This design comes from an exercise in tuning for small area, a short achievable clock period and few clock cycles on the open sky130 flow, not from production work.
The RTL was checked by simulation tests, not by an equivalence proof against the original design.
Power and IR drop assume default switching activity.

==> design/flow/design.v <==
module scanout_ctrl #(
    parameter PW = 320,      
    parameter PH = 240       
) (
    input             clk,
    input             rst,
    input             alloc_ok,
    input             cmd_valid,
    input      [31:0] cmd_word,
    output            cmd_ready,
    output reg        cmd_done,
    input             evt_valid,
    input      [31:0] evt_word,
    output            evt_ready,
    output reg        evt_done,
    input      [4:0]  reg_addr,
    output reg [31:0] reg_rdata,
    output            fb_rd,
    output            fb_sel,
    output     [25:0] fb_addr,
    input      [15:0] fb_rdata,
    output            lb_we,
    output            lb_sel,
    output     [12:0] lb_addr,
    output     [15:0] lb_wdata,
    output            flush_valid,
    output            flush_sel,
    output     [12:0] flush_x0,
    output     [12:0] flush_x1,
    output            frame_ready,
    output            buf_ack,
    output            front,
    output            busy,
    output     [6:0]  bl_pct
);
    localparam [2:0] OK = 3'd0, ERR_CONFIG = 3'd1, ERR_NOMEM = 3'd2,
                     ERR_UNSUPPORTED = 3'd3, ERR_STATE = 3'd4;
    localparam [3:0] S_IDLE  = 4'd0,
                     S_UR    = 4'd1,    
                     S_LSTRT = 4'd2,    
                     S_LOOP  = 4'd4,    
                     S_FLUSH = 4'd5,    
                     S_GK    = 4'd6,    
                     S_GSUB  = 4'd7,    
                     S_GRND  = 4'd8,    
                     S_GLOOP = 4'd9,    
                     S_MULK  = 4'd10,   
                     S_MUL   = 4'd11,   
                     S_SUB1  = 4'd12,   
                     S_PLOAD = 4'd13;   
    reg [12:0] lw, lh;
    reg [1:0]  scale;
    reg        rot, policy;
    reg        inited, en, gvalid, frontb, fr, ack, urf;
    reg [1:0]  lastb, pend;
    reg [2:0]  res_code;
    reg        res_val;
    reg [6:0]  bl;
    reg        g_rot;
    reg [1:0]  g_scale;
    reg signed [14:0] off_x, off_y;
    reg        crop;             
    reg [25:0] g_start;
    reg [25:0] g_p;              
    reg [25:0] cur_src;
    reg [7:0]  cur_cnt;
    reg [3:0]  state;
    reg [1:0]  gph;              
    reg        l_buf;
    reg        lcopy;            
    reg        fillm;            
    reg [1:0]  clean;            
    reg [25:0] ptr;              
    reg [8:0]  dst;
    reg [8:0]  jc;               
    reg [1:0]  rc;               
    reg        wr;               
    function [26:0] radd26;              
        input [25:0] a, b;
        input        ci;
        integer i;
        reg c;
        begin
            c = ci;
            for (i = 0; i < 26; i = i + 1) begin
                radd26[i] = a[i] ^ b[i] ^ c;
                c = (a[i] & b[i]) | (c & (a[i] ^ b[i]));
            end
            radd26[26] = c;
        end
    endfunction
    function [8:0] rinc9;                
        input [8:0] a;
        integer i;
        reg c;
        begin
            c = 1'b1;
            for (i = 0; i < 9; i = i + 1) begin
                rinc9[i] = a[i] ^ c;
                c = a[i] & c;
            end
        end
    endfunction
    function [8:0] rdec9;                
        input [8:0] a;
        integer i;
        reg b;
        begin
            b = 1'b1;
            for (i = 0; i < 9; i = i + 1) begin
                rdec9[i] = a[i] ^ b;
                b = ~a[i] & b;
            end
        end
    endfunction
    wire               R      = g_rot;
    wire [1:0]         S      = g_scale;
    wire signed [14:0] off_l  = R ? off_y : off_x;
    wire [8:0]         dst0   = off_l[14] ? 9'd0 : off_l[8:0];
    wire [12:0]        a_line = R ? lh : lw;
    reg  [8:0]         lwidth;
    reg  [7:0]         lpf;
    always @* begin
        case (S)
            2'd1:    begin lwidth = 9'd320; lpf = 8'd240; end
            2'd2:    begin lwidth = 9'd160; lpf = 8'd120; end
            default: begin lwidth = 9'd106; lpf = 8'd80;  end
        endcase
        if (!crop) lwidth = a_line[8:0];
    end
    wire        last_line = (cur_cnt == lpf - 8'd1);
    wire [25:0] vspan     = R ? {13'd0, lw} : g_p;
    wire [26:0] cmp_x     = radd26(cur_src, ~vspan, 1'b1);
    wire        in_range  = !cmp_x[26];               
    wire [3:0] c_op = cmd_word[3:0];
    reg        c_legal;
    always @* begin
        case (c_op)
            4'h1: c_legal = (cmd_word[31] == 1'b0);
            4'h2, 4'h4, 4'h5, 4'h6, 4'h8, 4'h9, 4'hB:
                  c_legal = (cmd_word[31:4] == 28'd0);
            4'h3: c_legal = (cmd_word[31:7] == 25'd0);
            4'h7: c_legal = (cmd_word[31:5] == 27'd0);
            4'hA: c_legal = (cmd_word[31:12] == 20'd0);
            default: c_legal = 1'b0;
        endcase
    end
    wire evt_line = ((evt_word & 32'hFFFFFFCF) == 32'h0000000F);
    wire st_idle  = (state == S_IDLE);
    wire st_ur    = (state == S_UR);
    wire st_lstrt = (state == S_LSTRT);
    wire st_loop  = (state == S_LOOP);
    wire st_flush = (state == S_FLUSH);
    wire st_gk    = (state == S_GK);
    wire st_gsub  = (state == S_GSUB);
    wire st_grnd  = (state == S_GRND);
    wire st_gloop = (state == S_GLOOP);
    wire st_mulk  = (state == S_MULK);
    wire st_mul   = (state == S_MUL);
    wire st_sub1  = (state == S_SUB1);
    wire st_pload = (state == S_PLOAD);
    assign cmd_ready = st_idle && (pend == 2'd0);
    assign evt_ready = st_idle;
    wire evt_go  = st_idle && evt_valid;
    wire cmd_go  = st_idle && !evt_valid && cmd_valid && (pend == 2'd0);
    wire ln_ok   = evt_line && inited && en;
    wire ln_go   = evt_go && ln_ok && !evt_word[5];
    wire ur_go   = evt_go && ln_ok && evt_word[5];
    wire ln_strt = ln_go || st_lstrt;
    wire ln_buf  = st_idle ? evt_word[4] : l_buf;
    wire ln_cln  = ln_buf ? clean[1] : clean[0];
    wire op_init  = cmd_go && c_legal && (c_op == 4'h1);
    wire op_recmp = cmd_go && c_legal && (c_op == 4'h2);
    wire op_xform = cmd_go && c_legal && (c_op == 4'h3);
    wire op_en    = cmd_go && c_legal && (c_op == 4'h4);
    wire op_dis   = cmd_go && c_legal && (c_op == 4'h5);
    wire op_pub   = cmd_go && c_legal && (c_op == 4'h7);
    wire op_wait  = cmd_go && c_legal && (c_op == 4'h8);
    wire op_poll  = cmd_go && c_legal && (c_op == 4'h9);
    wire op_bl    = cmd_go && c_legal && (c_op == 4'hA);
    wire op_tear  = cmd_go && c_legal && (c_op == 4'hB);
    wire init_cfg_bad = (cmd_word[17:5] == 13'd0) || (cmd_word[30:18] == 13'd0) ||
                        (scale == 2'd0);
    wire init_ok  = op_init && !inited && !init_cfg_bad && alloc_ok;
    wire recmp_ok = op_recmp && inited && !en && (scale != 2'd0);
    wire geo_go   = init_ok || recmp_ok;
    wire en_go    = op_en && gvalid && inited && !en;
    wire pub_ok   = op_pub && inited && (cmd_word[4] != frontb);
    wire pub_hold = pub_ok && policy && !fr;
    wire wait_hold = op_wait && inited && !fr;
    wire        side_l = (gph == 2'd0) ? !R : (gph == 2'd2);
    wire        use_h  = ~(side_l ^ R);
    wire        a_from_cur = st_idle || st_lstrt;            
    wire        a_zero     = st_gk || st_mulk;
    wire [25:0] a_a  = a_from_cur ? cur_src : (a_zero ? 26'd0 : ptr);
    wire        nx_h = st_mulk || (st_gsub && use_h);        
    wire [12:0] nx   = nx_h ? ~lh : ~lw;
    wire        b_p   = a_from_cur && R;
    wire        b_nx  = st_gsub || st_mulk || (st_loop && R);
    wire        b_2s  = st_gloop;
    wire        b_k   = st_gk;
    wire [25:0] a_b  = ({26{b_p}}  & g_p) |
                       ({26{b_nx}} & {13'h1FFF, nx}) |
                       ({26{b_2s}} & {23'd0, S, 1'b0}) |
                       ({26{b_k}}  & (side_l ? PW : PH));
    wire        a_ci = st_loop || st_gsub || st_mul || (st_grnd && ptr[15]);
    wire [26:0] sum_a_x = radd26(a_a, a_b, a_ci);
    wire [25:0] sum_a   = sum_a_x[25:0];
    wire        a_le0   = sum_a[15] || (sum_a[15:0] == 16'd0);
    wire        mul_go   = st_mul && sum_a[15];            
    wire        mul_end  = st_mul && !sum_a[15];
    wire        fill_go  = st_pload;
    wire        b_from_start = st_idle || st_pload || (st_flush && last_line);
    wire        b_zero   = st_gk || st_mulk;
    wire [25:0] b_a  = b_from_start ? g_start : (b_zero ? 26'd0 : cur_src);
    wire        incr_on  = st_ur || (st_flush && !last_line);
    wire        bb_w     = (incr_on && !R) || (st_gloop && gph == 2'd1) || mul_go;
    wire        bb_nw    = (st_gloop && gph == 2'd2) || st_sub1;
    wire [25:0] b_b  = ({26{bb_w}} & {13'd0, lw}) | ({26{bb_nw}} & {13'h1FFF, ~lw});
    wire        b_ci = (incr_on && R) || bb_nw || (st_gloop && gph == 2'd0);
    wire [26:0] sum_b_x = radd26(b_a, b_b, b_ci);
    wire [25:0] sum_b   = sum_b_x[25:0];
    wire rd_more = (jc != 9'd0);
    wire step    = fillm || (rc == S - 2'd1);
    assign fb_rd    = st_loop && lcopy && rd_more;
    assign fb_sel   = frontb;
    assign fb_addr  = ptr;
    assign lb_we    = st_loop && wr;
    assign lb_sel   = l_buf;
    assign lb_addr  = {4'd0, dst};
    assign lb_wdata = lcopy ? fb_rdata : 16'h0000;
    assign flush_valid = st_flush;
    assign flush_sel   = l_buf;
    assign flush_x0    = lcopy ? {4'd0, dst0} : 13'd0;
    assign flush_x1    = lcopy ? {4'd0, dst} : PW[12:0];
    assign frame_ready = fr & inited;
    assign buf_ack     = ack & inited;
    assign front       = frontb & inited;
    assign busy        = (pend != 2'd0);
    assign bl_pct      = bl;
    wire ptr_en = ln_strt || (st_loop && rd_more && step) || st_gk || st_gsub ||
                  (st_gloop && a_le0) || st_mulk || mul_go;
    always @(posedge clk)
        if (ptr_en) ptr <= sum_a;
    wire line_end = st_flush && !fillm;
    wire cur_en = (st_idle && (en_go || ur_go)) || st_ur || line_end ||
                  (st_gk && gph == 2'd0) || (st_gloop && a_le0) || st_mulk ||
                  mul_go || fill_go || st_sub1;
    always @(posedge clk)
        if (cur_en) cur_src <= sum_b;
    always @(posedge clk) begin
        if (st_gloop && !a_le0 && gph != 2'd2 && (R || gph == 2'd1))
            g_start <= cur_src;
        if (fill_go)
            g_p <= cur_src;
        if (st_grnd && (side_l ^ R))
            off_x <= sum_a[15:1];
        if (st_grnd && !(side_l ^ R))
            off_y <= sum_a[15:1];
        if (st_grnd && side_l)
            crop <= ptr[15];
        if (init_ok) begin
            lw     <= cmd_word[17:5];
            lh     <= cmd_word[30:18];
            policy <= cmd_word[4];
        end
        if (geo_go) begin
            g_rot   <= rot;
            g_scale <= scale;
        end
    end
    wire fill_nx = st_flush && fillm && !l_buf;      
    always @(posedge clk) begin
        if (ln_strt || fill_go || fill_nx) begin
            dst <= ln_strt ? dst0 : 9'd0;
            jc  <= ln_strt ? lwidth : PW[8:0];
            rc  <= 2'd0;
            wr  <= 1'b0;
        end else if (st_loop) begin
            wr <= rd_more;
            if (rd_more) begin
                rc <= step ? 2'd0 : rc + 2'd1;
                if (step) jc <= rdec9(jc);
            end
            if (wr) dst <= rinc9(dst);
        end else if (st_gk) begin
            rc <= 2'd0;
        end else if (st_gsub) begin
            rc <= rc + 2'd1;
        end
        if (ln_strt) lcopy <= in_range;
        else if (fill_go) lcopy <= 1'b0;
        if (evt_go) l_buf <= evt_word[4];
        else if (fill_go) l_buf <= 1'b0;
        else if (fill_nx) l_buf <= 1'b1;
        if (geo_go) gph <= 2'd0;
        else if (st_gloop && !a_le0 && gph == 2'd0 && !R) gph <= 2'd1;
        else if (mul_end && R) gph <= 2'd2;
        if (geo_go) fillm <= 1'b1;
        else if (st_flush && l_buf) fillm <= 1'b0;
    end
    always @(posedge clk) begin
        if (rst) begin
            state <= S_IDLE;
            clean <= 2'b00;
        end else begin
            case (state)
            S_IDLE: begin
                if (ln_go)
                    state <= in_range ? S_LOOP : (ln_cln ? S_FLUSH : S_LOOP);
                else if (ur_go)
                    state <= S_UR;
                else if (geo_go)
                    state <= S_GK;
            end
            S_UR:    state <= S_LSTRT;
            S_LSTRT: state <= in_range ? S_LOOP : (ln_cln ? S_FLUSH : S_LOOP);
            S_LOOP:  if (!rd_more && wr) state <= S_FLUSH;
            S_FLUSH: begin
                if (fill_nx)
                    state <= clean[1] ? S_FLUSH : S_LOOP;
                else
                    state <= S_IDLE;
            end
            S_GK:    state <= S_GSUB;
            S_GSUB:  if (rc == S - 2'd1) state <= S_GRND;
            S_GRND:  state <= S_GLOOP;
            S_GLOOP: if (!a_le0) begin
                         if (gph == 2'd2) state <= S_SUB1;
                         else if (R || gph == 2'd1) state <= S_MULK;
                         else state <= S_GK;
                     end
            S_MULK:  state <= S_MUL;
            S_MUL:   if (!sum_a[15]) state <= R ? S_GK : S_PLOAD;
            S_SUB1:  state <= S_PLOAD;
            S_PLOAD: state <= clean[0] ? S_FLUSH : S_LOOP;
            default: state <= S_IDLE;
            endcase
            if (ln_strt) begin
                if (ln_buf) clean[1] <= !in_range;
                else        clean[0] <= !in_range;
            end else if (st_flush && fillm && l_buf) begin
                clean <= 2'b11;
            end
        end
    end
    wire wrap     = line_end && last_line;
    wire fr_set   = wrap && (!policy || ack);
    wire rel      = fr_set && (pend != 2'd0);       
    always @(posedge clk) begin
        if (rst) begin
            scale <= 2'd1; rot <= 1'b0;
            inited <= 1'b0; en <= 1'b0; pend <= 2'd0;
            res_code <= 3'd0; res_val <= 1'b0; bl <= 7'd0;
            cmd_done <= 1'b0; evt_done <= 1'b0;
        end else begin
            cmd_done <= (cmd_go && !geo_go && !pub_hold && !wait_hold) ||
                        (st_flush && fillm && l_buf) || rel;
            evt_done <= (evt_go && !ln_ok) || line_end;
            if (cmd_go && !pub_hold && !wait_hold) begin
                res_val  <= 1'b0;
                if (!c_legal)
                    res_code <= ERR_UNSUPPORTED;
                else begin
                    res_code <= OK;
                    case (c_op)
                    4'h1: if (inited) res_code <= ERR_STATE;
                          else if (init_cfg_bad) res_code <= ERR_CONFIG;
                          else if (!alloc_ok) res_code <= ERR_NOMEM;
                    4'h2: if (!inited || en) res_code <= ERR_STATE;
                          else if (scale == 2'd0) res_code <= ERR_CONFIG;
                    4'h3: if (en) res_code <= ERR_STATE;
                    4'h4: if (!inited || !gvalid) res_code <= ERR_STATE;
                    4'h6: if (!inited) res_code <= ERR_STATE;
                          else res_val <= ~frontb;
                    4'h7: if (!pub_ok) res_code <= ERR_STATE;
                          else res_val <= fr;
                    4'h8: if (!inited) res_code <= ERR_STATE;
                          else res_val <= 1'b1;
                    4'h9: if (!inited) res_code <= ERR_STATE;
                          else res_val <= fr;
                    4'hB: if (!inited || en) res_code <= ERR_STATE;
                    default: ;
                    endcase
                end
            end
            if (rel) begin
                res_code <= OK;
                res_val  <= 1'b1;
            end
            if (op_xform && !en) begin
                scale <= cmd_word[5:4];
                rot   <= cmd_word[6];
            end
            if (init_ok) inited <= 1'b1;
            else if (op_tear && inited && !en) inited <= 1'b0;
            if (en_go) en <= 1'b1;
            else if (op_dis) en <= 1'b0;
            if (pub_hold) pend <= 2'd2;
            else if (wait_hold) pend <= 2'd1;
            else if (rel) pend <= 2'd0;
            if (op_bl && cmd_word[11:4] <= 8'd100) bl <= cmd_word[10:4];
        end
    end
    always @(posedge clk) begin
        if (init_ok || recmp_ok) gvalid <= 1'b1;
        else if ((op_recmp && inited && !en && scale == 2'd0) || (op_xform && !en))
            gvalid <= 1'b0;
        if (init_ok) frontb <= 1'b0;
        else if ((pub_ok && !pub_hold) || (rel && pend == 2'd2)) frontb <= ~frontb;
        if (init_ok || fr_set) fr <= 1'b1;
        if ((pub_ok && !pub_hold) || (op_wait && inited && fr) ||
            (op_poll && inited) || rel)
            fr <= 1'b0;
        if (init_ok) ack <= 1'b1;
        else if ((pub_ok && !pub_hold) || (rel && pend == 2'd2)) ack <= 1'b1;
        else if (fr_set && policy) ack <= 1'b0;
        if (init_ok) lastb <= 2'd0;
        else if (wrap) lastb <= fr_set ? 2'd2 : 2'd3;
        if (geo_go || en_go || wrap) begin
            cur_cnt <= 8'd0;
            urf     <= 1'b0;
        end else if (ur_go) begin
            cur_cnt <= 8'd1;
            urf     <= 1'b1;
        end else if (line_end) begin
            cur_cnt <= cur_cnt + 8'd1;
        end
    end
    wire [31:0] status_word = {17'd0, inited, inited, pend, lastb, 2'b00, urf, ack, fr,
                               frontb, gvalid, en, inited};
    wire [12:0] neg_lw = ~lw + 13'd1;
    always @* begin
        reg_rdata = 32'd0;
        case (reg_addr)
            5'h01: reg_rdata = {27'd0, res_val, 1'b0, res_code};
            5'h02: if (inited) reg_rdata = status_word;
            5'h03: if (inited) reg_rdata = {3'd0, lh, 3'd0, lw};
            5'h04: reg_rdata = {3'd0, PH[12:0], 3'd0, PW[12:0]};
            5'h05: reg_rdata = {28'd0, policy & inited, rot, scale};
            5'h06: if (inited) reg_rdata = {{17{off_x[14]}}, off_x};
            5'h07: if (inited) reg_rdata = {{17{off_y[14]}}, off_y};
            5'h08: if (inited) reg_rdata = {6'd0, g_start};
            5'h09: if (inited) reg_rdata = R ? 32'd1 : {19'd0, lw};
            5'h0A: if (inited) reg_rdata = {6'd0, vspan};
            5'h0B: if (inited) reg_rdata = {23'd0, lwidth};
            5'h0C: if (inited && R) reg_rdata = {6'd0, g_p};
            5'h0D: if (inited) reg_rdata = R ? {19'h7FFFF, neg_lw} : 32'd1;
            5'h0E: if (inited) reg_rdata = {23'd0, dst0};
            5'h0F: if (inited) reg_rdata = {24'd0, lpf};
            5'h10: if (inited) reg_rdata = {6'd0, cur_src};
            5'h11: if (inited) reg_rdata = {24'd0, cur_cnt};
            5'h12: reg_rdata = {25'd0, bl};
            default: reg_rdata = 32'd0;
        endcase
    end
endmodule
==> design/flow/run.sh <==
#!/bin/bash
# synth_recipe.tcl (not shown) runs the flow's synth.tcl, then flattens the netlist and writes it again
# the make line also repeats each setting of config.mk as NAME=value (left out here)
make -C /OpenROAD-flow-scripts/flow DESIGN_CONFIG=/design/flow/config.mk WORK_HOME=/design/flow/orfs CLKGATE_MAP_FILE= SYNTH_SCRIPT=/design/flow/synth_recipe.tcl finish
==> design/flow/config.mk <==
export PLATFORM = sky130hd
export DESIGN_NAME = scanout_ctrl
export DESIGN_NICKNAME = scanout_ctrl
export VERILOG_FILES = /design/flow/design.v
export SDC_FILE = /design/flow/constraint.sdc
export NUM_CORES = 4
export LEC_CHECK = 0
export CAP_MARGIN = 40
export CORE_MARGIN = 2
export CORE_UTILIZATION = 40
export SLEW_MARGIN = 40
==> design/flow/constraint.sdc <==
create_clock -name core_clock -period 60.0 [get_ports {clk}]
set_input_delay 12.0000 -clock core_clock [delete_from_list [all_inputs] [get_ports {clk}]]
set_output_delay 12.0000 -clock core_clock [all_outputs]
set_load 0.01 [all_outputs]
==> results of run 1 <==
## worst max-delay path by stage
| stage | to | slack, ns |
|---|---|---|
| floorplan | reg_rdata[1] | 34.30 |
| global placement | reg_rdata[18] | 32.29 |
| detailed placement | reg_rdata[18] | 32.57 |
| CTS | reg_rdata[18] | 32.55 |
| global route | reg_rdata[18] | 32.39 |
| finish | reg_rdata[18] | 32.47 |
## layout by cell type (no fill, tap or decap), types with 9 or more instances in the layout
master           synthesis  layout
nor2b_1                 13      13
xor2_1                  12      12
inv_1                   74      74
a22o_1                  14      14
buf_4                   17      28
xnor2_1                 14      14
clkbuf_16                0      27
a222oi_1                17      17
a221oi_1                24      24
clkbuf_1                72       9
nand4_1                 20      20
conb_1                   1      12
and2_1                  34      34
nor3_1                  41      35
or3_1                   13      13
clkdlybuf4s50_1          0     211
a211oi_1                13      13
a211o_1                  9       9
fa_1                    50      50
and3_1                  52      52
mux2i_1                 70      70
nand2_1                123     123
nor4_1                  20      19
a22oi_1                 14      14
o31ai_1                 15      15
dfxtp_1                 47      47
nor2_1                  92      89
nand2b_1                15      15
mux2_2                  15      15
a31oi_1                 10      10
edfxtp_1               185     185
o21ai_0                 49      49
nand3_1                 40      40
ha_1                    44      44
a21oi_1                 96      94
## through the flow
stage / total power [mW] / area (um2) / hold WS [ns] / std cells
floorplan: 0.3174 / 15220 / 0.4308 / 1506
global placement: 0.3832 / 17720 / 0.4596 / 2142
detailed placement: 0.3868 / 17760 / 0.4551 / 2143
CTS: 0.5554 / 18650 / 0.4634 / 2193
global route: 0.5832 / 18660 / 0.4893 / 2193
finish: 0.5521 / 18660 / 0.4605 / 2194
## worst max-delay path: stages
cell and delay [ns]:
clkdlybuf4s50_1 0.86, nand2b_1 0.32, or3_1 0.71, o22ai_2 0.59
a221oi_1 0.16, o21ai_0 0.28, clkdlybuf4s50_1 0.60
## logic make-up (layout without fill, tap and decap cells)
group,Yosys count,in the layout
other,1,13
AOI/OAI and AO/OA,351,351
xor gates and xnor gates,26,26
muxes,85,85
buffers and inverters,189,365
DFF,232,232
adders and majority gates,94,94
and+or+nand+nor,517,517
## report_power, final
| part | internal, mW | switching [mW] |
|---|---|---|
| Clock | 0.100 | 0.0678 |
| Sequential | 0.202 | 0.0140 |
| Combinational | 0.0718 | 0.0957 |
| Total | 0.375 | 0.178 |
## cell type report
cell class | count | area share, %
Multi-Input combinational cell | 1085 | 43.02
Sequential cell | 232 | 34.81
Timing Repair Buffer | 239 | 12.44
Clock buffer | 36 | 3.801
Tap cell | 511 | 3.426
Inverter | 76 | 1.528
Clock inverter | 14 | 0.9653
Antenna cell | 1 | 0.01341
## layer usage
layer	routed length (um)	global-route usage, %	share of wire (%)
met1	25130	42.27	45
met2	23490	40.95	42
met3	5391	4.273	9.7
met4	1699	8.181	3.0
met5	0	0	0
## Yosys cell counts (17+ instances only)
cell	n	area (um2)
nand3_1	40	200.2
nor2_1	92	345.3
and2_1	34	212.7
nor4_1	20	125.1
nand2_1	123	461.7
buf_4	17	127.6
buf_2	18	90.09
o21ai_0	49	245.2
edfxtp_1	185	5555
ha_1	44	550.5
a21oi_1	96	480.5
dfxtp_1	47	940.9
clkbuf_1	72	270.3
nand4_1	20	125.1
a222oi_1	17	170.2
and3_1	52	325.3
fa_1	50	1001
mux2i_1	70	700.7
a221oi_1	24	210.2
nor3_1	41	205.2
inv_1	74	277.8
## registers in the layout (all words and copies together) (netlist names), 3 cells and up
| signal | flops |
|---|---|
| cur_src | 26 |
| off_y | 15 |
| g_p | 26 |
| off_x | 15 |
| lh | 13 |
| dst | 9 |
| cur_cnt | 8 |
| bl | 7 |
| ptr | 26 |
| jc | 9 |
| g_start | 26 |
| res_code | 3 |
| lw | 13 |
| state | 4 |
==> qor.txt, run 1 <==
CTS tree: done
vias in the first global route: 12.50k
Congestion Overflow GR: 0
hold wc startpoint: res_code[1]
Worst Clk Skew: 0.03164 ns
Yosys cell types: 91
Worst setup SP type: input pin
Final GP Congestion: 1.005
Fmax: 36.32 MHz
Worst R2R Setup Slack: 41.15 ns
via count: 13.29k
CTS Buf Count: 27
worst path required time: 48.00 ns
Primary FF master, synth: edfxtp_1
DP Worst Slack: 32.57 ns
EDFF count, synth: 185
RSZ-0062 raised after global routing: false
final hold vios: 0
Max-cap violations: 0
setup bufs post-CTS: 0
initial antenna violation count: 0
CP endpoint kind: output pin
via/cell ratio: 6.056
Core ar.: 37490 um2
row count: 71
port buffer count: 211
Worst R2R End: cur_src[25]
Synth Area in Adders: 10.22%
I/O pin count: 224
FF+latch count, synth: 232
Worst IR Drop VDD: 0.01857 mV
Final Cycle Share: 45.89%
synthesis-to-finish area growth: 22.98%
die area: 39520 um2
Hold Path End: res_code[1]
Iter 0 DRT Violations: 1765
Cells after Synth: 1495
hold path cells: 2
worst r2r path cells: 57
leakage power: 6.953 nW
routed wire length: 55720 um
DIE WIDTH: 198.8 um
DP Wirelength: 43340 um
register area share after synthesis: 42.80%
clock-pin slew on the worst setup and hold paths: 0.06 ns
Post-CTS Hold Buffers: 0
Syn Std Cell Area: 15180 um2
GRT Util Overall: 27.90%
largest net degree at the start of global routing: 53
Avg WL per Cell: 25.39 um
largest family of logic cells by synthesized area: simple AND/OR/NAND/NOR gates
height of the die: 198.8 um
clk sinks: 232
Routed Antenna Nets: 0
Final Net Count: 1845
Min-Delay Path Class: reg2reg
final setup margin: 32.47 ns
Pwr per Cell Area: 29.58 nW/um2
Seq. cell area: 6496 um2
Critical R2R Launch: state[2]
total iterations of the first detailed-routing run: 10
WS Path Type: in2out
post-cts sizing count: 0
Post-Synth Simple-Gate Area: 18.00%
Tightest Pin Transition: 0.8270 ns
global-route wire length before repair: 81700 um
Worst slew margin: 44.73%
mux cell area share after synthesis: 5.730%
Synth async-reset ratio: 0%
Clock Path Buffers: 3
Compound-Gate Fraction of Synth Area: 16.47%
Critical Path Fanout Max: 16
Multi-input gate area: 8029 um2
Yosys warning total: 1
Worst Path Arrival: 15.53 ns
number of fill cells: 3442
clock latency on the worst-skew pair: 0.56 ns
effective utilization at floorplan: 40.48%
post-synthesis area per instance: 10.15 um2
Synth Area in XOR/XNOR: 1.500%
fin crit period: 27.53 ns
status: complete, no violations
final setup vio count: 0
CTS Root Cell: clkbuf_16
H-tree depth: 1
Critical Path Source: reg_addr[1]
share of cells above drive strength 1: 7.491%
number of remaining DRC errors: 0
Final Util: 49.79%
Max Slew Vio Count: 0
TNS Setup: 0 ns
Testbench counts, summed over its fixed seeds: cycles 1,314,632.
==> inputs of run 2 (changes only) <==
--- a/design/flow/design.v
+++ b/design/flow/design.v
@@ -40,2 +40,4 @@
                      S_LSTRT = 4'd2,    
+                     S_UR0   = 4'd3,    
+                     S_ENA   = 4'd14,   
                      S_LOOP  = 4'd4,    
@@ -150,2 +152,4 @@
     wire st_ur    = (state == S_UR);
+    wire st_ur0   = (state == S_UR0);
+    wire st_ena   = (state == S_ENA);
     wire st_lstrt = (state == S_LSTRT);
@@ -198,3 +202,4 @@
     wire        b_p   = a_from_cur && R;
-    wire        b_nx  = st_gsub || st_mulk || (st_loop && R);
+    wire        adv   = st_loop && step;                 
+    wire        b_nx  = st_gsub || st_mulk || (adv && R);
     wire        b_2s  = st_gloop;
@@ -205,17 +210,18 @@
                        ({26{b_k}}  & (side_l ? PW : PH));
-    wire        a_ci = st_loop || st_gsub || st_mul || (st_grnd && ptr[15]);
+    wire        a_ci = adv || st_gsub || st_mul || (st_grnd && ptr[15]);
     wire [26:0] sum_a_x = radd26(a_a, a_b, a_ci);
     wire [25:0] sum_a   = sum_a_x[25:0];
-    wire        a_le0   = sum_a[15] || (sum_a[15:0] == 16'd0);
+    wire        a_le1   = sum_a[15] || (sum_a[15:1] == 15'd0);
     wire        mul_go   = st_mul && sum_a[15];            
     wire        mul_end  = st_mul && !sum_a[15];
+    wire        gl_go    = st_gloop && a_le1;
     wire        fill_go  = st_pload;
-    wire        b_from_start = st_idle || st_pload || (st_flush && last_line);
-    wire        b_zero   = st_gk || st_mulk;
+    wire        b_from_start = st_ena || st_ur0 || st_pload || (st_flush && !fillm && last_line);
+    wire        b_zero   = (st_gk && gph == 2'd0) || st_mulk;
     wire [25:0] b_a  = b_from_start ? g_start : (b_zero ? 26'd0 : cur_src);
-    wire        incr_on  = st_ur || (st_flush && !last_line);
-    wire        bb_w     = (incr_on && !R) || (st_gloop && gph == 2'd1) || mul_go;
-    wire        bb_nw    = (st_gloop && gph == 2'd2) || st_sub1;
+    wire        incr_on  = st_ur || (st_flush && !fillm && !last_line);
+    wire        bb_w     = (incr_on && !R) || (gl_go && gph == 2'd1) || mul_go;
+    wire        bb_nw    = (gl_go && gph == 2'd2) || st_sub1;
     wire [25:0] b_b  = ({26{bb_w}} & {13'd0, lw}) | ({26{bb_nw}} & {13'h1FFF, ~lw});
-    wire        b_ci = (incr_on && R) || bb_nw || (st_gloop && gph == 2'd0);
+    wire        b_ci = (incr_on && R) || bb_nw || (gl_go && gph == 2'd0);
     wire [26:0] sum_b_x = radd26(b_a, b_b, b_ci);
@@ -240,14 +246,9 @@
     assign bl_pct      = bl;
-    wire ptr_en = ln_strt || (st_loop && rd_more && step) || st_gk || st_gsub ||
-                  (st_gloop && a_le0) || st_mulk || mul_go;
-    always @(posedge clk)
-        if (ptr_en) ptr <= sum_a;
     wire line_end = st_flush && !fillm;
-    wire cur_en = (st_idle && (en_go || ur_go)) || st_ur || line_end ||
-                  (st_gk && gph == 2'd0) || (st_gloop && a_le0) || st_mulk ||
-                  mul_go || fill_go || st_sub1;
-    always @(posedge clk)
-        if (cur_en) cur_src <= sum_b;
     always @(posedge clk) begin
-        if (st_gloop && !a_le0 && gph != 2'd2 && (R || gph == 2'd1))
+        ptr     <= sum_a;
+        cur_src <= sum_b;
+    end
+    always @(posedge clk) begin
+        if (st_gloop && !a_le1 && gph != 2'd2 && (R || gph == 2'd1))
             g_start <= cur_src;
@@ -296,3 +297,3 @@
         if (geo_go) gph <= 2'd0;
-        else if (st_gloop && !a_le0 && gph == 2'd0 && !R) gph <= 2'd1;
+        else if (st_gloop && !a_le1 && gph == 2'd0 && !R) gph <= 2'd1;
         else if (mul_end && R) gph <= 2'd2;
@@ -311,3 +312,5 @@
                 else if (ur_go)
-                    state <= S_UR;
+                    state <= S_UR0;
+                else if (en_go)
+                    state <= S_ENA;
                 else if (geo_go)
@@ -315,3 +318,5 @@
             end
+            S_UR0:   state <= S_UR;
             S_UR:    state <= S_LSTRT;
+            S_ENA:   state <= S_IDLE;
             S_LSTRT: state <= in_range ? S_LOOP : (ln_cln ? S_FLUSH : S_LOOP);
@@ -327,3 +332,3 @@
             S_GRND:  state <= S_GLOOP;
-            S_GLOOP: if (!a_le0) begin
+            S_GLOOP: if (!a_le1) begin
                          if (gph == 2'd2) state <= S_SUB1;
@@ -356,3 +361,3 @@
         end else begin
-            cmd_done <= (cmd_go && !geo_go && !pub_hold && !wait_hold) ||
+            cmd_done <= (cmd_go && !geo_go && !en_go && !pub_hold && !wait_hold) || st_ena ||
                         (st_flush && fillm && l_buf) || rel;
@@ -431,26 +436,57 @@
                                frontb, gvalid, en, inited};
-    wire [12:0] neg_lw = ~lw + 13'd1;
+    reg  [12:0] neg_lw;                  
+    integer k;
+    reg c_n;
     always @* begin
-        reg_rdata = 32'd0;
-        case (reg_addr)
-            5'h01: reg_rdata = {27'd0, res_val, 1'b0, res_code};
-            5'h02: if (inited) reg_rdata = status_word;
-            5'h03: if (inited) reg_rdata = {3'd0, lh, 3'd0, lw};
-            5'h04: reg_rdata = {3'd0, PH[12:0], 3'd0, PW[12:0]};
-            5'h05: reg_rdata = {28'd0, policy & inited, rot, scale};
-            5'h06: if (inited) reg_rdata = {{17{off_x[14]}}, off_x};
-            5'h07: if (inited) reg_rdata = {{17{off_y[14]}}, off_y};
-            5'h08: if (inited) reg_rdata = {6'd0, g_start};
-            5'h09: if (inited) reg_rdata = R ? 32'd1 : {19'd0, lw};
-            5'h0A: if (inited) reg_rdata = {6'd0, vspan};
-            5'h0B: if (inited) reg_rdata = {23'd0, lwidth};
-            5'h0C: if (inited && R) reg_rdata = {6'd0, g_p};
-            5'h0D: if (inited) reg_rdata = R ? {19'h7FFFF, neg_lw} : 32'd1;
-            5'h0E: if (inited) reg_rdata = {23'd0, dst0};
-            5'h0F: if (inited) reg_rdata = {24'd0, lpf};
-            5'h10: if (inited) reg_rdata = {6'd0, cur_src};
-            5'h11: if (inited) reg_rdata = {24'd0, cur_cnt};
-            5'h12: reg_rdata = {25'd0, bl};
-            default: reg_rdata = 32'd0;
-        endcase
+        c_n = 1'b1;
+        for (k = 0; k < 13; k = k + 1) begin
+            neg_lw[k] = ~lw[k] ^ c_n;
+            c_n = ~lw[k] & c_n;
+        end
+    end
+    wire [18:0] dec;
+    genvar gk;
+    generate
+        for (gk = 0; gk < 19; gk = gk + 1) begin : g_dec
+            assign dec[gk] = (reg_addr == gk);
+        end
+    endgenerate
+    wire gi        = inited;
+    wire sel_res   = dec[1];
+    wire sel_st    = dec[2] & gi;
+    wire sel_cfg   = dec[3] & gi;
+    wire sel_pan   = dec[4];
+    wire sel_xf    = dec[5];
+    wire sel_ox    = dec[6] & gi;
+    wire sel_oy    = dec[7] & gi;
+    wire sel_start = dec[8] & gi;
+    wire sel_lw    = gi & ((dec[9] & !R) | (dec[10] & R));
+    wire sel_one   = gi & ((dec[9] & R) | (dec[13] & !R));
+    wire sel_p     = gi & ((dec[10] & !R) | (dec[12] & R));
+    wire sel_lwid  = dec[11] & gi;
+    wire sel_neg   = dec[13] & gi & R;
+    wire sel_dst   = dec[14] & gi;
+    wire sel_lpf   = dec[15] & gi;
+    wire sel_cur   = dec[16] & gi;
+    wire sel_cnt   = dec[17] & gi;
+    wire sel_bl    = dec[18];
+    always @* begin
+        reg_rdata = ({32{sel_res}}   & {27'd0, res_val, 1'b0, res_code}) |
+                    ({32{sel_st}}    & status_word) |
+                    ({32{sel_cfg}}   & {3'd0, lh, 3'd0, lw}) |
+                    ({32{sel_pan}}   & {3'd0, PH[12:0], 3'd0, PW[12:0]}) |
+                    ({32{sel_xf}}    & {28'd0, policy & gi, rot, scale}) |
+                    ({32{sel_ox}}    & {{17{off_x[14]}}, off_x}) |
+                    ({32{sel_oy}}    & {{17{off_y[14]}}, off_y}) |
+                    ({32{sel_start}} & {6'd0, g_start}) |
+                    ({32{sel_lw}}    & {19'd0, lw}) |
+                    ({32{sel_one}}   & 32'd1) |
+                    ({32{sel_p}}     & {6'd0, g_p}) |
+                    ({32{sel_lwid}}  & {23'd0, lwidth}) |
+                    ({32{sel_neg}}   & {19'h7FFFF, neg_lw}) |
+                    ({32{sel_dst}}   & {23'd0, dst0}) |
+                    ({32{sel_lpf}}   & {24'd0, lpf}) |
+                    ({32{sel_cur}}   & {6'd0, cur_src}) |
+                    ({32{sel_cnt}}   & {24'd0, cur_cnt}) |
+                    ({32{sel_bl}}    & {25'd0, bl});
     end
==> design/flow/flow/run.sh (new file) <==
#!/bin/bash
set -o pipefail
export BUFFER_PORTS_ARGS="-buffer_cell sky130_fd_sc_hd__buf_2"
bash standard.sh > standard_flow.log 2>&1
==> design/flow/standard.sh (new file) <==
#!/bin/bash
# synth_recipe.tcl (not shown) runs the flow's synth.tcl, then flattens the netlist and writes it again
# the make line also repeats each setting of config.mk as NAME=value (left out here)
make -C /OpenROAD-flow-scripts/flow DESIGN_CONFIG=/design/flow/config.mk WORK_HOME=/design/flow/orfs CLKGATE_MAP_FILE= SYNTH_SCRIPT=/design/flow/synth_recipe.tcl "${@:-finish}"
--- a/design/flow/config.mk
+++ b/design/flow/config.mk
@@ -7,2 +7,3 @@
 export LEC_CHECK = 0
+export ABC_AREA = 1
 export CAP_MARGIN = 40
removed: design/flow/run.sh
==> run 2 against run 1 <==
Worst hold slack better by 0.013 ns. Sequential cell count did not move. First-iteration DRC count is 23% lower. Die area shrank 7.6%. Still clean. Clock skew down 0.016 ns. Largest cell class unchanged. Count of clock-buffer cells in the layout is 3 lower.
==> qor.txt, run 2 <==
status: complete, no violations
clock-pin slew on the worst setup and hold paths: 0.06 ns (about the same)
EDFF count, synth: 133 (-28%)
Max-cap violations: 0 (unchanged)
vias in the first global route: 12.54k (+0.32%)
Worst path most repeated cell: nor2_1
register area share after synthesis: 42.70% (-0.10 points)
Primary FF master, synth: edfxtp_1
largest net degree at the start of global routing: 57 (+7.5%)
via/cell ratio: 5.567 (-8.1%)
FF+latch count, synth: 232 (unchanged)
Post-CTS Hold Buffers: 0 (unchanged)
Critical Path Fanout Max: 8 (-8)
Min-Delay Path Class: reg2reg
TNS Setup: 0 ns (unchanged)
clock latency on the worst-skew pair: 0.55 ns (about the same)
worst path required time: 48.00 ns (about the same)
Final Instance Area: 16500 um2 (-12%)
Tightest Pin Transition: 0.8256 ns (-0.001485 ns)
DP Worst Slack: 33.41 ns (+0.8383 ns)
uppermost layer routed: met4
CP cell instances: buf_2 -> nor2_1 -> inv_1 -> nor3_1 -> nor2_1 -> nor2_1 -> inv_1 -> o2111ai_1 -> buf_2
hold wc startpoint: rot
final hold vios: 0 (unchanged)
DR WL met3: 5438 um (+0.87%)
I/O pin count: 224 (unchanged)
Fmax: 37.35 MHz (+2.8%)
Worst slew margin: 44.76% (about the same)
Yosys cell types: 58 (-36%)
area leader, netlist: edfxtp_1
Clock Path Buffers: 3 (unchanged)
number of fill cells: 3448 (+0.17%)
Worst Clk Skew: 0.01519 ns (-0.01645 ns)
share of cells above drive strength 1: 16.10% (+8.6 points)
Worst path max stage delay: 0.51 ns (-0.35 ns)
die area: 36500 um2 (-7.6%)
top cells by area, synth: edfxtp_1, dfxtp_1, nand2_1
row count: 68 (-4.2%)
CTS tree: done
initial antenna violation count: 1 (+1)
Worst setup SP type: input pin
RSZ-0062 raised after global routing: false
fin crit period: 26.77 ns (-0.7588 ns)
commonest cells after routing, fill and taps aside: nand2_1, inv_1, buf_2, nor2_1, edfxtp_1
Worst Path Arrival: 14.77 ns (-0.76 ns)
Final Net Count: 2098 (+14%)
Synth async-reset ratio: 0% (unchanged)
H-tree depth: 1 (unchanged)
Syn Std Cell Area: 13990 um2 (-7.8%)
post-synthesis area per instance: 8.247 um2 (-19%)
final setup margin: 33.23 ns (+0.7588 ns)
Core ar.: 34460 um2 (-8.1%)
post-cts sizing count: 0 (unchanged)
synthesis-to-finish area growth: 17.93%
final setup vio count: 0 (unchanged)
global-route wire length before repair: 77660 um (-4.9%)
Final Cycle Share: 44.62% (-1.3 points)
effective utilization at floorplan: 40.61% (+0.13 points)
CP max stage cell: nor2_1
Final GP Congestion: 0.9697 (-3.5%)
CP endpoint kind: output pin
Cells after Synth: 1697 (+14%)
Pwr per Cell Area: 33.23 nW/um2 (+12%)
Worst IR Drop VDD: 0.02330 mV (+25%)
Congestion Overflow GR: 0 (unchanged)
Area after DPL: 15580 um2 (-12%)
Synth top cells by count: nand2_1, inv_1, nor2_1, edfxtp_1, o21ai_0
routed wire length: 52910 um (-5.0%)
DIE WIDTH: 191.0 um (-3.9%)
via count: 13.26k (-0.20%)
Iter 0 DRT Violations: 1365 (-23%)
WL met2: 23280 um (-0.91%)
GRT Util Overall: 28.69% (+0.79 points)
most common cell after layout, fill and taps aside: nand2_1
Routed Antenna Nets: 0 (unchanged)
DP Wirelength: 39900 um (-7.9%)
top cell type's share of synthesized area: 28.54% (-8.1 points)
Critical Path Source: reg_addr[2]
setup bufs post-CTS: 0 (unchanged)
Max Slew Vio Count: 0 (unchanged)
height of the die: 191.0 um (-3.9%)
most common cell in the netlist: nand2_1
port buffer count: 211 (unchanged)
Yosys warning total: 1 (unchanged)
number of remaining DRC errors: 0 (unchanged)
Seq. cell area: 5976 um2 (-8.0%)
Critical R2R Launch: g_rot
Multi-input gate area: 6802 um2 (-15%)
Avg WL per Cell: 22.21 um (-13%)
leakage power: 7.328 nW (+5.4%)
total iterations of the first detailed-routing run: 6 (-4)
Metal-1 WL: 21710 um (-14%)
CTS Buf Count: 27 (unchanged)
clk sinks: 232 (unchanged)
CTS Root Cell: clkbuf_16
WS Path Type: in2out
Tot Pwr: 548.5 uW (-0.67%)
## run 2: cell count changes in the layout (fill, tap and decap cells not counted), moves of 52 or more
cell             before  now
nand2_1             123  357
buf_2                 0  211
clkdlybuf4s50_1     211    0
inv_1                74  264
mux2i_1              70    0
nor2_1               89  157
o21ai_0              49  116
and3_1               52    0
dfxtp_1              47   99
edfxtp_1            185  133
## run 2: final cells by class
class                   instances  share of cell area (%)
well taps                     455                   3.449
repair buffers                234                   7.444
clock buffers                  33                   4.291
diodes                          2                 0.03032
flip-flops and latches        232                   36.21
multi-input cells            1138                   41.21
clock inverters                17                   1.205
inverters                     271                   6.163
## run 2: worst paths after layout
check,end,slack [ns],cells past startpoint
worst max-delay path,reg_rdata[1],33.23,9
worst min-delay path,g_rot,0.47,0
worst min register to register,g_rot,0.47,0
worst max register to register,cur_src[25],37.19,59
## run 2: logic make-up (layout without fill, tap and decap cells)
logic type	Yosys count	after routing	share of synthesized area, %
simple gates	644	644	19.08
compound gates	360	360	15.56
buf+inv	338	555	9.522
flops	232	232	42.70
fa+ha+maj	104	104	11.98
xor+xnor	17	17	1.064
other cells	1	14	0.02680
mux	1	1	0.07153
## run 2: critical path, delay by kind of cell
family	cells	cell delay, ns
simple gates	4	1.31
compound gates	1	0.50
buf+inv	4	0.97
## run 2: layer usage
layer  global-route usage, %  up-vias
met3                   5.526      137
li1                        -     6098
met2                   45.26      737
met4                   11.96        0
met5                       0        -
met1                   38.55     6288
## run 2: power breakdown
group / internal, mW / leakage [nW] / switching [mW] / total, mW
combinational: 0.0527 / 4.86 / 0.0948 / 0.147
sequential: 0.205 / 2.03 / 0.0248 / 0.229
clock: 0.101 / 0.434 / 0.0702 / 0.171
total: 0.359 / 7.33 / 0.190 / 0.548
## run 2: per-stage QoR
| stage | hold WS [ns] | utilization (%) | std cells |
|---|---|---|---|
| 2_1_floorplan | 0.4223 | - | 1708 |
| 3_5_place_dp | 0.4520 | 45.23 | 2330 |
| 4_1_cts | 0.4672 | 47.86 | 2380 |
| 5_1_grt | 0.4849 | 47.89 | 2381 |
| 3_3_place_gp | 0.4512 | 45.18 | 2330 |
| 6_report | 0.4735 | 47.90 | 2382 |
Testbench counts of run 2, summed over its fixed seeds: cycles 1,314,648.
==> inputs of run 3 (changes only) <==
==> design/flow/run.sh (new file) <==
#!/bin/bash
# synth_recipe.tcl (not shown) runs the flow's synth.tcl, then flattens the netlist and writes it again
# the make line also repeats each setting of config.mk as NAME=value (left out here)
make -C /OpenROAD-flow-scripts/flow DESIGN_CONFIG=/design/flow/config.mk WORK_HOME=/design/flow/orfs CLKGATE_MAP_FILE= SYNTH_SCRIPT=/design/flow/synth_recipe.tcl finish
removed: design/flow/flow/run.sh
removed: design/flow/standard.sh
==> run 3 against run 2 <==
Non-clock buffer count increased by 1. Clock power rose by 9%. Still clean on timing, DRC and antenna. Sequential share of layout area down 2.4 points. Fmax down 3.4%. First-iteration DRC count rose by 21%.
==> qor.txt, run 3 <==
Non-Filler Instances: 2381 (-0.042%)
Comb power frac: 28.8% (+1.9 points)
most common cell in the netlist: nand2_1
Yosys cell types: 58 (unchanged)
Avg WL per Cell: 22.73 um (+2.3%)
clock-pin slew on the worst setup and hold paths: 0.06 ns (about the same)
leakage power: 7.236 nW (-1.3%)
Final GP Congestion: 1.008 (+3.9%)
Worst slew margin: 44.78% (about the same)
EDFF count, synth: 133 (unchanged)
commonest cells after routing, fill and taps aside: nand2_1, inv_1, clkdlybuf4s50_1, nor2_1, edfxtp_1
Critical Path Fanout Max: 8 (unchanged)
height of the die: 191.0 um (unchanged)
global-route wire length before repair: 79780 um (+2.7%)
port buffer count: 211 (unchanged)
total iterations of the first detailed-routing run: 6 (unchanged)
number of remaining DRC errors: 0 (unchanged)
routed wire length: 54130 um (+2.3%)
CTS tree: done
DP Wirelength: 40840 um (+2.4%)
Final Instance Area: 17660 um2 (+7.0%)
Worst Path Arrival: 15.71 ns (+0.94 ns)
Worst Clk Skew: 0.01980 ns (+0.004610 ns)
most common cell after layout, fill and taps aside: nand2_1
Sw Ratio: 33.05% (-1.5 points)
Buf/Inv on CP: 4 (unchanged)
CTS Buf Count: 27 (unchanged)
status: complete, no violations
Final Cycle Share: 46.18% (+1.6 points)
CP max stage cell: nor2_1
via count: 13.24k (-0.16%)
effective utilization at floorplan: 40.61% (unchanged)
Worst path max stage delay: 0.67 ns (+0.16 ns)
worst path required time: 48.00 ns (about the same)
row count: 68 (unchanged)
Yosys warning total: 1 (unchanged)
hold slack: 0.4840 ns (+0.01051 ns)
Max Slew Vio Count: 0 (unchanged)
TNS Setup: 0 ns (unchanged)
top cells by area, synth: edfxtp_1, dfxtp_1, nand2_1
Area after DPL: 16640 um2 (+6.8%)
CP endpoint kind: output pin
NetSw: 193.6 uW (+2.0%)
post-synthesis area per instance: 8.247 um2 (unchanged)
Min-Delay Path Class: reg2reg
clk sinks: 232 (unchanged)
WS Path Type: in2out
DIE WIDTH: 191.0 um (unchanged)
GRT Util Overall: 29.45% (+0.76 points)
register area share after synthesis: 42.70% (unchanged)
share of cells above drive strength 1: 5.452% (-11 points)
Final Net Count: 2099 (+0.048%)
placed insts: 2331 (+0.043%)
Tightest Pin Transition: 0.8220 ns (-0.003516 ns)
Congestion Overflow GR: 0 (unchanged)
H-tree depth: 1 (unchanged)
post-cts sizing count: 0 (unchanged)
FF+latch count, synth: 232 (unchanged)
Worst IR Drop VDD: 0.02348 mV (+0.75%)
final hold vios: 0 (unchanged)
fin crit period: 27.71 ns (+0.9329 ns)
Sequential Power Share: 39.3% (-2.5 points)
final setup vio count: 0 (unchanged)
setup bufs post-CTS: 0 (unchanged)
CP cell instances: clkdlybuf4s50_1 -> nor2_1 -> inv_1 -> nor2_1 -> inv_1 -> o21ai_0 -> a221oi_1 -> o21a_1 -> o2111ai_1 -> clkdlybuf4s50_1
vias in the first global route: 12.71k (+1.4%)
Max-cap violations: 0 (unchanged)
die area: 36500 um2 (unchanged)
Core ar.: 34460 um2 (unchanged)
Cells after Synth: 1697 (unchanged)
synthesis-to-finish area growth: 26.18%
Routed Antenna Nets: 0 (unchanged)
Pwr per Cell Area: 33.17 nW/um2 (-0.18%)
clock share of power: 31.9% (+0.6 points)
I/O pin count: 224 (unchanged)
largest net degree at the start of global routing: 54 (-5.3%)
Primary FF master, synth: edfxtp_1
delay-heaviest family, CP: buffers and inverters
initial antenna violation count: 0 (-1)
# diodes: 0 (-2)
Iter 0 DRT Violations: 1658 (+21%)
Fmax: 36.09 MHz (-3.4%)
Final Util: 51.25% (+3.3 points)
RSZ-0062 raised after global routing: false
Int Pwr: 392.2 uW (+9.3%)
Syn Std Cell Area: 13990 um2 (unchanged)
Worst setup SP type: input pin
top cell type's share of synthesized area: 28.54% (unchanged)
Synth async-reset ratio: 0% (unchanged)
via/cell ratio: 5.560 (-0.12%)
Post-CTS Hold Buffers: 0 (unchanged)
CTS Root Cell: clkbuf_16
Clock Path Buffers: 3 (unchanged)
Synth top cells by count: nand2_1, inv_1, nor2_1, edfxtp_1, o21ai_0
clock latency on the worst-skew pair: 0.56 ns (about the same)
area leader, netlist: edfxtp_1
-- run 3: cell count changes in the layout (fill, tap and decap cells not counted), moves of 2 or more --
cell             previous run  this run
clkdlybuf4s50_1             0       211
clkbuf_1                    5         2
clkbuf_16                  27        29
clkinv_4                    1         3
nor3_2                      5         3
bufinv_16                   4         6
nor3_1                     21        23
clkinv_1                    7         3
buf_2                     211         0
diode_2                     2         0
-- run 3: cells by family (layout without fill, tap and decap cells) --
logic type                 count (synthesis)  count (layout)  share of synthesized area, %
adders and majority gates                104             104                         11.98
AOI/OAI and AO/OA                        360             360                         15.56
DFF                                      232             232                         42.70
xor gates and xnor gates                  17              17                         1.064
and+or+nand+nor                          644             644                         19.08
muxes                                      1               1                       0.07153
buffers and inverters                    338             556                         9.522
other                                      1              12                       0.02680
-- run 3: final cells by class --
cell class | instances | area, um2
fill | 3312 | 16800
multi-input combinational | 1138 | 6797
sequential | 232 | 5976
timing repair buffer | 235 | 2292
inverter | 271 | 1017
clock buffer | 31 | 733.2
tap | 455 | 569.3
clock inverter | 19 | 274.0
-- run 3: per-layer routing --
metal,vias to the layer above,global-route usage (%),wire [um]
li1,6092,-,-
met3,153,6.334,5701
met5,-,0,0
met2,768,45.05,23350
met4,0,14.55,3016
met1,6226,39.46,22060
-- run 3: path summary, 6_finish.rpt --
| path | to | from | slack (ns) | cells after the start |
|---|---|---|---|---|
| min | res_code[1] | res_code[1] | 0.48 | 2 |
| max | reg_rdata[1] | reg_addr[2] | 32.29 | 10 |
| min reg2reg | res_code[1] | res_code[1] | 0.48 | 2 |
| max reg2reg | cur_src[25] | g_scale[0] | 37.78 | 62 |
-- run 3: worst min-delay path, stage by stage (launching register included) --
cell and delay [ns]:
dfxtp_1 0.32, nand2_1 0.06, a21oi_1 0.05
-- run 3: per-stage QoR --
stage	total power, mW	setup WS (ns)
floorplan	0.3151	34.62
global placement	0.3955	32.60
detailed placement	0.4002	32.51
CTS	0.5863	32.49
global route	0.6145	32.22
finish	0.5857	32.29
-- run 3: power by group through the flow --
stage          Clock, mW  Combinational [mW]  Sequential (mW)
2_1_floorplan          0              0.0861            0.229
3_3_place_gp           0               0.163            0.233
3_5_place_dp           0               0.167            0.233
4_1_cts            0.189               0.167            0.230
5_1_grt            0.194               0.187            0.234
6_report           0.187               0.169            0.230
==> inputs of run 4 (changes only) <==
--- a/design/flow/config.mk
+++ b/design/flow/config.mk
@@ -7,3 +7,2 @@
 export LEC_CHECK = 0
-export ABC_AREA = 1
 export CAP_MARGIN = 40
==> run 4 against run 3 <==
Non-clock buffer count up 6. Global-route usage fell by 1.9 points. Combinational power shrank 59%. Routed wire length fell by 4.9%. Clock power fell by 6%. Worst hold slack gained 0.025 ns. Clock skew fell by 0.0073 ns. Via count is 5.4% lower. First-iteration DRC count decreased by 10%. Power decreased by 23%. Largest cell class unchanged. Still clean on timing, DRC and antenna.
==> qor.txt, run 4 <==
number of fill cells: 3146 (-5.0%)
commonest cells after routing, fill and taps aside: clkdlybuf4s50_1, nand2_1, edfxtp_1, dfxtp_1, nor2_1
setup bufs post-CTS: 0 (unchanged)
Worst Path Arrival: 15.24 ns (-0.47 ns)
Final Cycle Share: 45.41% (-0.77 points)
Iter 0 DRT Violations: 1484 (-10%)
Yosys warning total: 1 (unchanged)
hold path cells: 2 (unchanged)
DP Wirelength: 38650 um (-5.4%)
total iterations of the first detailed-routing run: 8 (+2)
final setup vio count: 0 (unchanged)
final setup margin: 32.76 ns (+0.4623 ns)
clock latency on the worst-skew pair: 0.55 ns (about the same)
initial antenna violation count: 0 (unchanged)
global-route wire length before repair: 75640 um (-5.2%)
CTS tree: done
via count: 12.53k (-5.4%)
Critical R2R Launch: g_scale[0]
CTS Root Cell: clkbuf_16
Pwr per Cell Area: 25.40 nW/um2 (-23%)
Worst IR Drop VDD: 0.02080 mV (-11%)
Avg WL per Cell: 24.88 um (+9.5%)
Post-CTS Hold Buffers: 0 (unchanged)
via/cell ratio: 6.059 (+9.0%)
Tightest Pin Transition: 0.9127 ns (+0.09067 ns)
top cells by area, synth: edfxtp_1, dfxtp_1, fa_1
H-tree depth: 1 (unchanged)
Primary FF master, synth: edfxtp_1
Congestion Overflow GR: 0 (unchanged)
register area share after synthesis: 42.34% (-0.36 points)
Routed Antenna Nets: 0 (unchanged)
placed insts: 2019 (-13%)
Core ar.: 34630 um2 (+0.49%)
clk sinks: 232 (unchanged)
largest net degree at the start of global routing: 55 (+1.9%)
final hold vios: 0 (unchanged)
# diodes: 0 (unchanged)
status: complete, no violations
row count: 68 (unchanged)
Final GP Congestion: 0.9465 (-6.1%)
height of the die: 191.9 um (+0.42%)
Critical Path Source: reg_addr[0]
area leader, netlist: edfxtp_1
vias in the first global route: 11.98k (-5.8%)
GRT Util Overall: 27.55% (-1.9 points)
routed wire length: 51460 um (-4.9%)
CTS Buf Count: 27 (unchanged)
FF+latch count, synth: 232 (unchanged)
WS Path Type: in2out
Critical Path End: reg_rdata[22]
Worst setup SP type: input pin
Synth top cells by count: nand2_1, edfxtp_1, dfxtp_1, nor2_1, mux2i_1
Non-Filler Instances: 2068 (-13%)
CP endpoint kind: output pin
Min-Delay Path Class: reg2reg
DP Worst Slack: 32.79 ns (+0.2752 ns)
port buffer count: 211 (unchanged)
worst r2r path cells: 61 (-1.6%)
worst path required time: 48.00 ns (about the same)
effective utilization at floorplan: 40.76% (+0.15 points)
share of cells above drive strength 1: 8.308% (+2.9 points)
RSZ-0062 raised after global routing: false
Seq. cell area: 5976 um2 (unchanged)
Yosys cell types: 91 (+57%)
Critical Path Fanout Max: 15 (+7)
Worst slew margin: 38.79% (-6.0 points)
Final Net Count: 1787 (-15%)
number of remaining DRC errors: 0 (unchanged)
most common cell after layout, fill and taps aside: clkdlybuf4s50_1
Clock Path Buffers: 3 (unchanged)
die area: 36810 um2 (+0.84%)
EDFF count, synth: 133 (unchanged)
Area after DPL: 16690 um2 (+0.26%)
post-synthesis area per instance: 10.02 um2 (+22%)
synthesis-to-finish area growth: 24.99%
DIE WIDTH: 191.9 um (+0.42%)
Syn Std Cell Area: 14110 um2 (+0.86%)
Final Util: 50.95% (-0.30 points)
Synth async-reset ratio: 0% (unchanged)
post-cts sizing count: 0 (unchanged)
Max-cap violations: 0 (unchanged)
Multi-input gate area: 7551 um2 (+11%)
Final Instance Area: 17640 um2 (about the same)
Worst R2R End: cur_src[25]
leakage power: 6.831 nW (-5.6%)
Cells after Synth: 1408 (-17%)
Fmax: 36.70 MHz (+1.7%)
Max Slew Vio Count: 0 (unchanged)
TNS Setup: 0 ns (unchanged)
top cell type's share of synthesized area: 28.30% (-0.24 points)
Worst R2R Setup Slack: 38.36 ns (+0.58 ns)
clock-pin slew on the worst setup and hold paths: 0.06 ns (about the same)
Worst Clk Skew: 0.01249 ns (-0.007306 ns)
I/O pin count: 224 (unchanged)
fin crit period: 27.24 ns (-0.4623 ns)
most common cell in the netlist: nand2_1
run 4: cell count changes in the layout (fill, tap and decap cells not counted), moves of 24 or more:
cell / change
a21oi_1: -57
a22oi_1: +46
mux2i_1: +66
inv_1: -200
o22ai_1: -24
o21ai_0: -86
a222oi_1: +28
nor2_1: -64
nand2b_1: +27
and2_1: +31
nand2_1: -206
run 4: metal layers:
layer / part of all wire, % / global-route usage (%) / up-vias / routed length, um
met1: 42 / 38.26 / 6110 / 21790
met2: 44 / 42.38 / 727 / 22490
li1: - / - / 5589 / -
met4: 4.2 / 10.21 / 0 / 2138
met3: 9.8 / 5.682 / 104 / 5042
met5: 0 / 0 / - / 0
run 4: how the worst min path moves through the flow:
stage	start	end	slack, ns
finish	lastb[1]	lastb[1]	0.51
detailed placement	scale[1]	g_scale[1]	0.48
global route	lastb[1]	lastb[1]	0.52
global placement	scale[1]	g_scale[1]	0.48
CTS	scale[1]	g_scale[1]	0.50
floorplan	rot	g_rot	0.43
run 4: kinds of logic after synthesis:
group	count (synthesis)	synth area share, %
AO/OA/AOI/OAI	306	16.31
buffers and inverters	166	5.221
XOR/XNOR	21	1.303
other	1	0.02657
adder cells (fa/ha/maj)	104	11.88
multiplexers	71	5.070
AND/OR/NAND/NOR	507	17.85
flip-flops	232	42.34
run 4: worst max-delay path, stage by stage:
cell             delay (ns)
clkdlybuf4s50_1        0.62
nand2b_1               0.30
or3b_2                 0.52
nor2_1                 0.11
buf_4                  0.25
a22oi_1                0.12
nor2b_1                0.15
buf_4                  0.20
inv_1                  0.12
nor2_1                 0.13
nand3_1                0.14
clkdlybuf4s50_1        0.55
run 4: area by class of cell:
class                   instances  area share (%)
clock buffers                  34           4.262
flip-flops and latches        232           33.87
repair buffers                241           13.29
multi-input cells            1021           42.80
well taps                     455           3.227
clock inverters                15           1.050
inverters                      70           1.496
run 4: power by group:
group | total [mW] | switching [mW] | internal (mW)
logic | 0.0701 | 0.0360 | 0.0342
clock network | 0.175 | 0.0694 | 0.105
registers | 0.203 | 0.0178 | 0.185
total | 0.448 | 0.123 | 0.325
run 4: metrics by stage:
step | hold slack (ns) | power [mW]
after floorplan | 0.4305 | 0.2361
after global placement | 0.4763 | 0.2731
after detailed placement | 0.4815 | 0.2755
after CTS | 0.5018 | 0.4496
after global routing | 0.5175 | 0.4642
final | 0.5093 | 0.4481
==> inputs of run 5 (changes only) <==
--- a/design/flow/design.v
+++ b/design/flow/design.v
@@ -119,5 +119,6 @@
     wire [1:0]         S      = g_scale;
+    wire               xsel;
+    wire [12:0]        xw     = xsel ? lh : lw;
     wire signed [14:0] off_l  = R ? off_y : off_x;
     wire [8:0]         dst0   = off_l[14] ? 9'd0 : off_l[8:0];
-    wire [12:0]        a_line = R ? lh : lw;
     reg  [8:0]         lwidth;
@@ -130,3 +131,3 @@
         endcase
-        if (!crop) lwidth = a_line[8:0];
+        if (!crop) lwidth = xw[8:0];
     end
@@ -198,5 +199,5 @@
     wire        a_zero     = st_gk || st_mulk;
+    assign      xsel = (a_from_cur && R) || st_mulk || (st_gsub && use_h);
     wire [25:0] a_a  = a_from_cur ? cur_src : (a_zero ? 26'd0 : ptr);
-    wire        nx_h = st_mulk || (st_gsub && use_h);        
-    wire [12:0] nx   = nx_h ? ~lh : ~lw;
+    wire [12:0] nx   = ~xw;
     wire        b_p   = a_from_cur && R;
==> design/flow/flow/run.sh (new file) <==
#!/bin/bash
set -o pipefail
export BUFFER_PORTS_ARGS="-buffer_cell sky130_fd_sc_hd__buf_1"
bash standard.sh SETUP_SLACK_MARGIN=34 finish > standard_flow.log 2>&1
==> design/flow/standard.sh (new file) <==
#!/bin/bash
# synth_recipe.tcl (not shown) runs the flow's synth.tcl, then flattens the netlist and writes it again
# the make line also repeats each setting of config.mk as NAME=value (left out here)
make -C /OpenROAD-flow-scripts/flow DESIGN_CONFIG=/design/flow/config.mk WORK_HOME=/design/flow/orfs CLKGATE_MAP_FILE= SYNTH_SCRIPT=/design/flow/synth_recipe.tcl "${@:-finish}"
--- a/design/flow/config.mk
+++ b/design/flow/config.mk
@@ -7,2 +7,3 @@
 export LEC_CHECK = 0
+export ABC_AREA = 1
 export CAP_MARGIN = 40
removed: design/flow/run.sh
==> run 5 against run 4 <==
Count of clock-buffer cells in the layout decreased by 6. Non-clock buffer count is 15 higher. Core utilization down 3.2 points. Fmax is 5.0% higher. Largest cell class unchanged. Synthesized area is 1.2% lower. Setup slack better by 1.3 ns. Largest power group unchanged. Worst hold slack worse by 0.021 ns.
==> qor.txt, run 5 <==
Worst path max stage delay: 0.19 ns (-0.43 ns)
Synth Area in Adders: 12.03% (+0.15 points)
most common cell in the netlist: nand2_1
synthesis-to-finish area growth: 17.95%
EDFF count, synth: 133 (unchanged)
CP max stage cell: buf_8
FF+latch count, synth: 232 (unchanged)
largest net degree at the start of global routing: 53 (-3.6%)
final setup vio count: 0 (unchanged)
effective utilization at floorplan: 40.45% (-0.31 points)
height of the die: 190.7 um (-0.61%)
Pwr per Cell Area: 36.66 nW/um2 (+44%)
CP endpoint kind: output pin
DIE WIDTH: 190.7 um (-0.61%)
Routed Antenna Nets: 0 (unchanged)
most common cell after layout, fill and taps aside: nand2_1
Max Slew Vio Count: 0 (unchanged)
routed wire length: 52610 um (+2.2%)
Final GP Congestion: 1.027 (+8.5%)
Min-Delay Path Class: reg2reg
commonest cells after routing, fill and taps aside: nand2_1, inv_1, buf_1, nor2_1, edfxtp_1
final setup margin: 34.04 ns (+1.288 ns)
TNS Setup: 0 ns (unchanged)
clock latency on the worst-skew pair: 0.55 ns (about the same)
Worst slew margin: 47.37% (+8.6 points)
Yosys cell types: 49 (-46%)
top cell type's share of synthesized area: 28.65% (+0.36 points)
Final Cycle Share: 43.26% (-2.1 points)
Fmax: 38.53 MHz (+5.0%)
fin crit period: 25.96 ns (-1.288 ns)
DP Wirelength: 39570 um (+2.4%)
Yosys warning total: 1 (unchanged)
Primary FF master, synth: edfxtp_1
via count: 13.40k (+7.0%)
Cells after Synth: 1697 (+21%)
Syn Std Cell Area: 13940 um2 (-1.2%)
CTS Root Cell: clkbuf_16
Synth top cells by count: nand2_1, inv_1, nor2_1, edfxtp_1, o21ai_0
area leader, netlist: edfxtp_1
Worst path most repeated cell: inv_1
row count: 68 (unchanged)
Final Net Count: 2120 (+19%)
clk sinks: 232 (unchanged)
Worst IR Drop VDD: 0.02347 mV (+13%)
GRT Util Overall: 28.63% (+1.1 points)
worst r2r path cells: 67 (+9.8%)
Buf/Inv on CP: 8 (+3)
Worst Clk Skew: 0.01299 ns (+0.0004948 ns)
CTS tree: done
Max-cap violations: 0 (unchanged)
hold path cells: 2 (unchanged)
register area share after synthesis: 42.87% (+0.53 points)
mux cell area share after synthesis: 0.07181% (-5.0 points)
Area after DPL: 15290 um2 (-8.4%)
Worst Path Arrival: 13.96 ns (-1.28 ns)
Critical Path Fanout Max: 9 (-6)
vias in the first global route: 12.61k (+5.3%)
Tightest Pin Transition: 0.7894 ns (-0.1233 ns)
die area: 36360 um2 (-1.2%)
Clock Path Buffers: 3 (unchanged)
Levels on crit path: 14 (+2)
H-tree depth: 1 (unchanged)
status: complete, no violations
delay-heaviest family, CP: buffers and inverters
final hold vios: 0 (unchanged)
CTS Buf Count: 27 (unchanged)
Final Instance Area: 16440 um2 (-6.8%)
total iterations of the first detailed-routing run: 6 (-2)
share of cells above drive strength 1: 6.989% (-1.3 points)
Avg WL per Cell: 21.90 um (-12%)
clock-pin slew on the worst setup and hold paths: 0.06 ns (about the same)
==> run 5: cells by family after synthesis <==
kind of cell               after synthesis
adders and majority gates              104
buffers and inverters                  364
DFF                                    232
and+or+nand+nor                        631
AOI/OAI and AO/OA                      348
xor gates and xnor gates                16
muxes                                    1
other                                    1
==> run 5: path summary, 6_finish.rpt <==
path / to / slack (ns) / from
setup / recovery: reg_rdata[2] / 34.04 / reg_addr[1]
hold / removal: pend[0] / 0.49 / pend[0]
setup reg to reg: cur_src[25] / 37.62 / state[2]
hold reg to reg: pend[0] / 0.49 / pend[0]
==> run 5: final cells by class <==
cell class / count / area [um2]
Timing Repair Buffer: 256 / 1142
Clock inverter: 21 / 205.2
Fill cell: 3421 / 18020
Clock buffer: 28 / 679.4
Multi-Input combinational cell: 1112 / 6725
Sequential cell: 232 / 5976
Inverter: 297 / 1142
Tap cell: 455 / 569.3
Antenna cell: 1 / 2.502
==> run 5: where the power goes <==
| part | internal (mW) | switching, mW |
|---|---|---|
| logic | 0.0654 | 0.136 |
| registers | 0.211 | 0.0242 |
| clock network | 0.0988 | 0.0680 |
| total | 0.375 | 0.228 |
==> run 5: worst register-to-register path, delay by kind of cell (launching register included) <==
kind | cells | cell delay, ns
fa+ha+maj | 41 | 17.60
buf+inv | 13 | 1.98
compound gates | 5 | 1.25
simple gates | 6 | 0.86
flops | 1 | 0.35
xor+xnor | 2 | 0.33
==> run 5: stage by stage <==
stage                     cells  utilization (%)  power (mW)  hold slack, ns
after floorplan            1708                -      0.3587          0.4228
after global placement     2331            44.30      0.4297          0.4403
after detailed placement   2332            44.37      0.4345          0.4619
after CTS                  2389            47.34      0.6028          0.4741
after global routing       2401            47.71      0.6387          0.4889
final                      2402            47.72      0.6028          0.4878
==> run 5: metal layers <==
metal | vias up | share of wire [%] | GRT usage [%] | wire, um
met2 | 732 | 45 | 46.11 | 23910
met1 | 6402 | 41 | 37.96 | 21310
met5 | - | 0 | 0 | 0
li1 | 6123 | - | - | -
met4 | 0 | 4.6 | 12.25 | 2410
met3 | 146 | 9.5 | 4.950 | 4977
==> run 5: timing repair <==
action | CTS | global route
resized for setup | 22 | 19
setup endpoints to repair | 23 | 26
pin swaps | 1 | 6
buffers inserted | 8 | 11
Testbench counts of run 5, summed over its fixed seeds: cycles 1,314,648.

## port drivers added, routing unchanged
In the flow no input, the clock included, has a driving cell. The finished layouts below were timed again as built, in two steps.
Step 1 assumes that a clkbuf_16 drives the clock port and a buf_2 every other input.
Step 2, shift: input delay + t, output delay - t, t = (earliest + latest rising clock arrival at the registers) / 2. This alone moves slack from input paths to output paths.
a / b / c = no drivers / after step 1 / after step 2; a / b = the first two.
| run | t, ns | setup slack, ns | worst setup path at the end | worst data-port slew with drivers (ns) |
|---|---|---|---|---|
| run 1 | 0.592 | 32.467 / 32.421 / 32.421 | input to output | 0.05 |
| run 2 | 0.598 | 33.226 / 33.183 / 33.183 | input to output | 0.05 |
| run 3 | 0.599 | 32.293 / 32.268 / 32.268 | input to output | 0.06 |
| run 4 | 0.599 | 32.755 / 32.715 / 32.715 | input to output | 0.06 |
| run 5 | 0.595 | 34.044 / 33.983 / 33.983 | input to output | 0.07 |
After both steps every run listed still meets setup and hold. The setup slack of run 5, which loses most, moves by -0.061 ns with the drivers and by -0.061 ns with both steps.
